What follows belongs to an exercise in optimizing a design on an open flow for small area, a short achievable clock period and few clock cycles; a production flow would make more cautious choices. Function was not checked in any run shown here: the RTL went through the layout flow alone.

## flow/design.v (module list and top-level ports; edited modules follow where they fit)
// module als_div: 776 lines
// module als_codec: 134 lines
// module als_core: 1894 lines
module als_core (
    input  wire        clk,
    input  wire        rst,           
    input  wire        cmd_valid,
    input  wire [31:0] cmd_cw,
    input  wire [31:0] cmd_opd,
    output reg         busy,
    output reg         rsp_valid,
    output reg  [2:0]  rsp_status,
    output wire [31:0] rsp_result
);
  // ...
==> flow/run.sh <==
#!/bin/bash
# synth_recipe.tcl (not shown) runs the flow's synth.tcl, then flattens the netlist and writes it again
# the make line also repeats each setting of config.mk as NAME=value (left out here)
make -C /OpenROAD-flow-scripts/flow DESIGN_CONFIG=/design/flow/config.mk WORK_HOME=/design/flow/orfs CLKGATE_MAP_FILE= SYNTH_SCRIPT=/design/flow/synth_recipe.tcl finish
==> flow/config.mk <==
export PLATFORM = sky130hd
export DESIGN_NAME = als_core
export DESIGN_NICKNAME = als_core
export VERILOG_FILES = /design/flow/design.v
export SDC_FILE = /design/flow/constraint.sdc
export NUM_CORES = 4
export LEC_CHECK = 0
export ABC_AREA = 1
export CAP_MARGIN = 20
export CORE_MARGIN = 2
export CORE_UTILIZATION = 40
export SETUP_SLACK_MARGIN = 4.0
export SLEW_MARGIN = 20
==> flow/constraint.sdc <==
create_clock -name core_clock -period 10.0 [get_ports {clk}]
set_input_delay 2.0000 -clock core_clock [delete_from_list [all_inputs] [get_ports {clk}]]
set_output_delay 2.0000 -clock core_clock [all_outputs]
set_load 0.01 [all_outputs]
==> impl_results.md, run 1 <==
* Leading area contributor after synthesis: fa_1
* Non-clock inverters at 974
* ANT nets after route at 0
* Area of the multi-input gates at 0.02728 mm2
* Avg Cell Area, Syn at 6.689 um2
* Clk_buf instances at 9
* H-tree depth at 3
* Flop2flop setup slack at 4.10 ns
* Max Clock Skew at 0.02576 ns
* Post-Syn Area at 0.03268 mm2
* Hold Crit Depth at 2
* #FFs+latches synth at 99
* RSZ-0062 raised after global routing: true
* IO Pins at 104
* Final Hold Viols at 0
* F_max at 0.1694 GHz
* CTS sink cnt at 99
* Filler cells at 8,525
* Num sequential at 99
* Largest net degree at the start of global routing at 50
* Slew HR at 32.37%
* Final Max Tran Viols at 0
* Worst setup margin at 4.097 ns
* Non-clk bufs at 248
* Slowest stage delay, CP at 0.57 ns
* Hold slack final at 0.4720 ns
* Post-Synth Simple-Gate Area at 22.48%
* Most frequent cells in the layout: 977 x nand2_1, 898 x inv_1, 408 x fa_1
* Die W at 289.8 um
* Worst min-delay path class: reg2reg
* Fin crit share at 59.03%
* R2R depth at 24
* Status: no timing/DRC/antenna violations
* Antenna violations before repair at 0
* Post-synthesis sequential area ratio at 6.065%
==> run 2: changes to the inputs <==
--- a/flow/design.v
+++ b/flow/design.v
@@ -1026,21 +1026,21 @@
     end
     wire [3:0] imm_sh = (op == 4'd3) ? (4'd15 - kshift) : kshift;
     reg  [24:0] res_val;
     reg         res_shift;
     reg         res_b16;
     reg  [3:0]  res_sh;
     reg         res_acc;     
     reg  signed [42:0] acc;
-    reg  [1:0]         pstep;
     wire [24:0] res_shifted = res_val >> res_sh;
     assign rsp_result = res_acc   ? {5'd0, acc[40:14]} :
                         res_shift ? {15'd0, res_shifted[16] & res_b16, res_shifted[15:0]} :
                                     {16'd0, res_val[15:0]};
+    reg  [1:0]         pstep;
     reg  [16:0] lux_l;
     wire [19:0] lbe = {2'b00, lux_l, 1'b0};
     reg  [8:0]  bone;
     reg  [8:0]  btwo;
     reg  [7:0]  bneg;
     integer i;
     always @(*) begin
         for (i = 0; i < 9; i = i + 1) begin
==> flow/config.mk (replaced) <==
export PLATFORM = sky130hd
export DESIGN_NAME = als_core
export DESIGN_NICKNAME = als_core
export VERILOG_FILES = /design/flow/design.v
export SDC_FILE = /design/flow/constraint.sdc
export NUM_CORES = 4
export LEC_CHECK = 0
export ABC_AREA = 1
export CAP_MARGIN = 20
export CORE_MARGIN = 2
export CORE_UTILIZATION = 40
export SETUP_SLACK_MARGIN = 5.0
export SLEW_MARGIN = 20
==> run 2 against run 1 <==
  * Still clean on timing, DRC and antenna
  * Sequential share of layout area down 0.77 points
  * Worst setup slack better by 0.23 ns
  * Synthesized area unchanged
  * Largest cell class unchanged
==> impl_results.md, run 2 <==
* Hold-fix buffers at CTS at 0
* First-pass detailed-route iteration total at 17
* Worst min-delay path class: reg2reg
* Slew HR at 29.33% (-3.0 points)
* Total die area at 0.08400 mm2
* Total gr overflow at 0
* Syn-to-layout area delta at 33.76%
* Antenna violations before repair at 0 (unchanged)
* Final setup vio count at 0
* Vias/cell at 5.753
* Final Hold Viols at 0 (unchanged)
* H-tree depth at 3 (unchanged)
* Synth Flop Type: dfxtp_1
* Critical path, cell by cell: ha_1 -> clkinv_2 -> buf_12 -> o22ai_2 -> xor2_1 -> fa_1 -> fa_2 -> inv_2 -> fa_2 -> inv_2 -> fa_1 -> fa_1 -> ha_4 -> nand2_4 -> nor2_4 -> nand2_2 -> o211ai_1 -> buf_4 -> nand4_1 -> nand4_1 -> nand3_2 -> nand2_2 -> inv_2
* RD Place Congestion at 1.027
* Top delay family on crit path: adder cells
* Slowest cell on crit path: fa_2
* ANT nets after route at 0 (unchanged)
* WS Path Type: reg2reg
* Share of the synthesized area in the top cell type at 25.18%
* Fin crit share at 56.75% (-2.3 points)
* Worst-path clk slew at 0.09 ns
* Max cap viols at 0
* Largest net degree at the start of global routing at 50 (unchanged)
* Arr. time, crit path at 5.98 ns
* Synth area leaders: fa_1 25%, nand2_1 12%, inv_1 11%, xor2_1 8.6%, ha_1 7.8%
* Most frequent cells after synthesis: 1,011 x nand2_1, 919 x inv_1, 411 x fa_1
* Port-buffer cells at 98
* Row count at 104
* Worst slew pin tran at 1.059 ns
* Slowest stage delay, CP at 0.57 ns (about the same)
* RSZ-0062 raised after global routing: true
* First-pass GRT wire length at 221,300 um
* Post-route cell area at 0.04371 mm2
* Vias in the first global route at 35,550
* CP Data Required Time at 10.31 ns
* Synth async-reset ratio at 0%
* Max FFs per register at 43
* Final Max Tran Viols at 0 (unchanged)
* CTS tree: yes
* Initial Utilization at 40.50%
* Total CTS buffers at 9
* Fin nets at 5,867
* Most common cell after layout, fill and taps aside: inv_1
* Critical path fanouts, max at 35
* Post-synthesis sequential area ratio at 6.065% (unchanged)
* Leading area contributor after synthesis: fa_1
* Post-Layout Cell Count at 6,251
* Avg Cell Area, Syn at 6.689 um2 (unchanged)
* F_max at 0.1762 GHz (+4.0%)
* Post-synth EDFFs at 0
* CTS sink cnt at 99 (unchanged)
* Buffers & Inverters on Critical Path at 6
* Share of layout cells above drive strength 1 at 26.74%
* Crit path launch type: flip-flop
* Routed via count at 35,960
* Top flop regs: acc x43, res_val x25, lux_l x17
* CP endpoint kind: flip-flop
* Placed cell count at 5,921
* Synth warn at 3
* Post-Syn Area at 0.03268 mm2 (unchanged)
* Final wirelength at 152,500 um
* Clk Latency, worst-skew pair at 0.40 ns
* Post-Syn Instances at 4,885
* Min cycle time layout at 5.675 ns
* Die height at 289.8 um
* Routed WL per cell at 24.40 um
* Status: no timing/DRC/antenna violations
* Hpwl dp at 110,400 um
* Top reg by flops: acc
* #FFs+latches synth at 99 (unchanged)
* Placed Instance Area at 0.03568 mm2
* Iter 0 DRT Violations at 3,613
* CTS Buffer Depth at 2
* IO Pins at 104 (unchanged)
* Core footprint at 0.08068 mm2
* Hold slack final at 0.4687 ns (-0.003316 ns)
* Total track usage at 34.65%
* Max Clock Skew at 0.01948 ns (-0.006280 ns)
* Root Buffer Master: clkbuf_16
* Die W at 289.8 um (unchanged)
* Most frequent cells in the layout: 805 x inv_1, 799 x nand2_1, 343 x fa_1
* # DRC at 0
* Distinct cells, synth at 55
* Count leader, synth: nand2_1
* Setup TNS at 0 ns
run 2: layout make-up:
class                      count  area (um2)
clock buffer                   9       225.2
inverter                     974        3864
timing repair buffer         484        4922
tap                         1060        1326
timing repair inverter         2       15.01
sequential                    99        2007
multi-input combinational   3615       31250
clock inverter                 7       93.84
fill                        7777       36970
antenna                        1       2.502
run 2: kinds of logic (layout without fill, tap and decap cells):
logic type / after synthesis / after routing / share of synthesized area (%)
XOR/XNOR: 323 / 323 / 8.657
AO/OA/AOI/OAI: 891 / 892 / 15.84
adder cells (fa/ha/maj): 615 / 615 / 32.99
AND/OR/NAND/NOR: 1770 / 1770 / 22.48
flip-flops: 99 / 99 / 6.065
buffers and inverters: 1176 / 1476 / 13.65
multiplexers: 10 / 10 / 0.3102
other: 1 / 6 / 0.01148
run 2: path summary, 6_finish.rpt:
path / slack (ns) / startpoint / to / cells after the start
max: 4.32 / lux_l[3] / acc[37] / 23
min: 0.47 / acc[2] / acc[2] / 2
max reg2reg: 4.32 / lux_l[3] / acc[37] / 23
min reg2reg: 0.47 / acc[2] / acc[2] / 2
run 2: repair_timing:
item                                   CTS  global route
pin swaps                              341           322
endpoints found under the hold margin    0             0
resized for setup                      901           438
setup endpoints to repair              107           106
cloned                                   6             5
setup buffers                          200           102
run 2: metrics by stage:
stage / utilization [%] / worst slack (ns)
after floorplan: - / 4.491
after global placement: 44.19 / 2.984
after detailed placement: 44.22 / 2.882
after CTS: 50.82 / 4.392
after global routing: 54.17 / 4.220
final: 54.18 / 4.325
run 2: per-layer routing:
metal	global-route usage (%)	share of wire, %	wire length [um]	vias to the layer above
met2	57.52	46	70560	2034
met3	6.059	8.4	12890	567
li1	-	-	-	16090
met4	23.32	8.2	12540	0
met1	41.11	37	56530	17270
met5	0	0	0	-
run 2: tightest hold or removal path, cell delays in order (launching register included):
cell	delay, ns
dfxtp_1	0.32
nand2_1	0.06
a21oi_1	0.05
==> run 3: changes to the inputs <==
--- a/flow/config.mk
+++ b/flow/config.mk
@@ -11,3 +11,3 @@
 export CORE_UTILIZATION = 40
-export SETUP_SLACK_MARGIN = 5.0
+export SETUP_SLACK_MARGIN = 4.5
 export SLEW_MARGIN = 20
==> run 3 against run 2 <==
  * Still clean on timing, DRC and antenna
  * Critical path depth fell by 2
  * Via count fell by 1.6%
  * Die area did not move
  * Global-route usage fell by 1.0 points
  * Design area fell by 7.7%
==> impl_results.md, run 3 <==
* # DRC at 0 (unchanged)
* Routed via count at 35,390 (-1.6%)
* Register area at 0.001998 mm2 (-0.44%)
* CTS sink cnt at 99 (unchanged)
* #FFs+latches synth at 99 (unchanged)
* Top reg by flops: acc
* Avg Cell Area, Syn at 6.689 um2 (unchanged)
* Slowest stage delay, CP at 0.54 ns (-0.03 ns)
* Clk Latency, worst-skew pair at 0.41 ns (about the same)
* Routed WL per cell at 23.72 um (-2.8%)
* CP Data Required Time at 10.25 ns (-0.06 ns)
* ANT nets after route at 0 (unchanged)
* Port-buffer cells at 98 (unchanged)
* Post-Layout Cell Count at 6,145 (-1.7%)
* Distinct cells, synth at 55 (unchanged)
* Critical path fanouts, max at 20 (-43%)
* RD Place Congestion at 1.036 (+0.88%)
* Top flop regs: acc x43, res_val x25, lux_l x17
* Most frequent cells after synthesis: 1,011 x nand2_1, 919 x inv_1, 411 x fa_1
* CTS Buffer Depth at 2 (unchanged)
* Slew HR at 33.83% (+4.5 points)
* Setup TNS at 0 ns (unchanged)
* Final wirelength at 145,800 um (-4.4%)
* Total track usage at 33.62% (-1.0 points)
* Share of the synthesized area in the top cell type at 25.18% (unchanged)
* Synth async-reset ratio at 0% (unchanged)
* Final Hold Viols at 0 (unchanged)
* Most frequent cells in the layout: 898 x nand2_1, 877 x inv_1, 378 x fa_1
* Syn-to-layout area delta at 23.44%
* First-pass detailed-route iteration total at 8 (-9)
* IO Pins at 104 (unchanged)
* Fin crit share at 56.26% (-0.49 points)
* Post-route cell area at 0.04034 mm2 (-7.7%)
* Ant diodes at 0 (-1)
* Synth Flop Type: dfxtp_1
* Max Clock Skew at 0.01832 ns (-0.001159 ns)
* Status: no timing/DRC/antenna violations
* Total die area at 0.08400 mm2 (unchanged)
* Antenna violations before repair at 0 (unchanged)
* Count leader, synth: nand2_1
* Multiplexer area fraction after synthesis at 0.3101% (unchanged)
* Hpwl dp at 104,700 um (-5.1%)
* Crit path launch type: flip-flop
* Placed Instance Area at 0.03500 mm2 (-1.9%)
* Hold-fix buffers at CTS at 0 (unchanged)
* Most common cell after layout, fill and taps aside: nand2_1
* Worst min-delay path class: reg2reg
* Arr. time, crit path at 5.88 ns (-0.10 ns)
* Critical path, cell by cell: clkinvlp_4 -> o22ai_2 -> xor2_1 -> fa_1 -> fa_2 -> inv_1 -> fa_2 -> fa_1 -> inv_1 -> fa_1 -> ha_4 -> nand2_2 -> nor2_4 -> nand2_1 -> o211ai_1 -> buf_4 -> nand2_1 -> nand2_2 -> a21oi_1 -> o21ai_1 -> a21oi_1
* Worst-path clk slew at 0.09 ns (about the same)
* CP endpoint kind: flip-flop
* H-tree depth at 3 (unchanged)
* Initial Utilization at 40.50% (unchanged)
* Max cap viols at 0 (unchanged)
* Pre-CTS setup slack at 2.413 ns (-0.4694 ns)
* Final Max Tran Viols at 0 (unchanged)
* Row count at 104 (unchanged)
* WS Path Type: reg2reg
* Leading area contributor after synthesis: fa_1
* Largest family of logic cells by synthesized area: adder cells
* Util after Layout at 50.00% (-4.2 points)
* Area of the multi-input gates at 0.02904 mm2 (-7.1%)
* Total CTS buffers at 9 (unchanged)
* Vias/cell at 5.759 (+0.10%)
* Post-synth EDFFs at 0 (unchanged)
* CTS tree: yes
* Die height at 289.8 um (unchanged)
* Synth warn at 3 (unchanged)
* RSZ-0062 raised after global routing: true
* Core footprint at 0.08068 mm2 (unchanged)
* Post-synthesis sequential area ratio at 6.065% (unchanged)
* F_max at 0.1777 GHz (+0.87%)
* Filler cells at 8,108 (+4.3%)
* Adder-cell share of the synthesized area at 32.99% (unchanged)
* Post-Synth Simple-Gate Area at 22.48% (unchanged)
* Iter 0 DRT Violations at 3,117 (-14%)
* Worst slew pin tran at 0.9911 ns (-0.06749 ns)
* Hold slack final at 0.4632 ns (-0.005525 ns)
* Synth Area in XOR/XNOR at 8.657% (unchanged)
* Post-synthesis compound-gate area fraction at 15.84% (unchanged)
* Top cell by count, worst path: fa_1
* Post-Syn Instances at 4,885 (unchanged)
* Root Buffer Master: clkbuf_16
* Share of layout cells above drive strength 1 at 17.97% (-8.8 points)
* Min cycle time layout at 5.626 ns (-0.04900 ns)
* Die W at 289.8 um (unchanged)
* Vias in the first global route at 35,380 (-0.48%)
* Final setup vio count at 0 (unchanged)
* Fin nets at 5,762 (-1.8%)
* Placed cell count at 5,919 (-0.034%)
* Synth area leaders: fa_1 25%, nand2_1 12%, inv_1 11%, xor2_1 8.6%, ha_1 7.8%
* First-pass GRT wire length at 216,400 um (-2.2%)
* Worst setup margin at 4.374 ns (+0.04900 ns)
* Largest net degree at the start of global routing at 47 (-6.0%)
* Post-Syn Area at 0.03268 mm2 (unchanged)
* Slowest cell on crit path: fa_2
* Total gr overflow at 0 (unchanged)
* Max FFs per register at 43 (unchanged)
[run 3: cell counts after synthesis]
Identical to the previous run, type by type.
[run 3: critical path: cells and delay by family, from the launching register on]
family / cells / cell delay [ns]
AOI/OAI and AO/OA: 5 / 0.83
xor gates and xnor gates: 1 / 0.20
adders and majority gates: 6 / 2.74
buffers and inverters: 4 / 0.81
DFF: 1 / 0.37
and+or+nand+nor: 5 / 0.54
[run 3: timing repair]
item                       in CTS  in global routing
resized for setup             569                322
gates cloned                    7                  5
pin swaps                     128                137
buffers inserted              136                 62
setup endpoints to repair      89                 89
[run 3: kinds of logic after synthesis]
family	after synthesis
simple gates	1770
compound gates	891
fa+ha+maj	615
xor+xnor	323
other cells	1
buf+inv	1176
flops	99
mux	10
[run 3: worst paths after layout]
path	from	endpoint	slack, ns	depth (start not counted)
setup / recovery	acc[17]	acc[21]	4.37	21
hold reg to reg	res_b16	res_b16	0.46	2
hold / removal	res_b16	res_b16	0.46	2
setup reg to reg	acc[17]	acc[21]	4.37	21
[run 3: area by class of cell]
class | count | area share, %
multi-input cells | 3614 | 71.99
inverters | 974 | 9.491
repair buffers | 379 | 9.473
flip-flops and latches | 99 | 4.953
well taps | 1060 | 3.288
clock buffers | 9 | 0.5583
clock inverters | 7 | 0.2078
repair inverters | 3 | 0.03722
[run 3: routing by layer]
layer	up-vias	GRT usage, %	part of all wire (%)
li1	15910	-	-
met1	16860	39.45	37
met2	2014	56.70	47
met3	615	5.270	8.2
met4	0	22.89	8.3
met5	-	0	0

## static timing again, ports no longer ideal
The flow's constraints put no driver on any port. The routed layouts listed below were extracted and timed again, unchanged, in two steps.
Step 1 (the two cells are an assumption about what drives the block):
set clk [get_ports {clk}]
set_driving_cell -lib_cell sky130_fd_sc_hd__clkbuf_16 $clk
set_driving_cell -lib_cell sky130_fd_sc_hd__buf_2 [delete_from_list [all_inputs] $clk]
Step 2, shift: input delay + t, output delay - t, t = (earliest + latest rising clock arrival at the registers) / 2. This alone moves slack from input paths to output paths.
Slacks: no drivers / after step 1 / after step 2; pairs: no drivers / after step 1.
| run | t (ns) | setup slack, ns | pins driven straight from the clock port |
|---|---|---|---|
| run 1 | 0.478 | 4.097 / 4.097 / 3.720 | 1 |
| run 2 | 0.455 | 4.325 / 4.325 / 4.123 | 1 |
| run 3 | 0.467 | 4.374 / 4.374 / 4.029 | 1 |
After both steps every run listed still meets setup and hold. The setup slack of run 1, which loses most, moves by 0.000 ns with the drivers and by -0.377 ns with both steps.
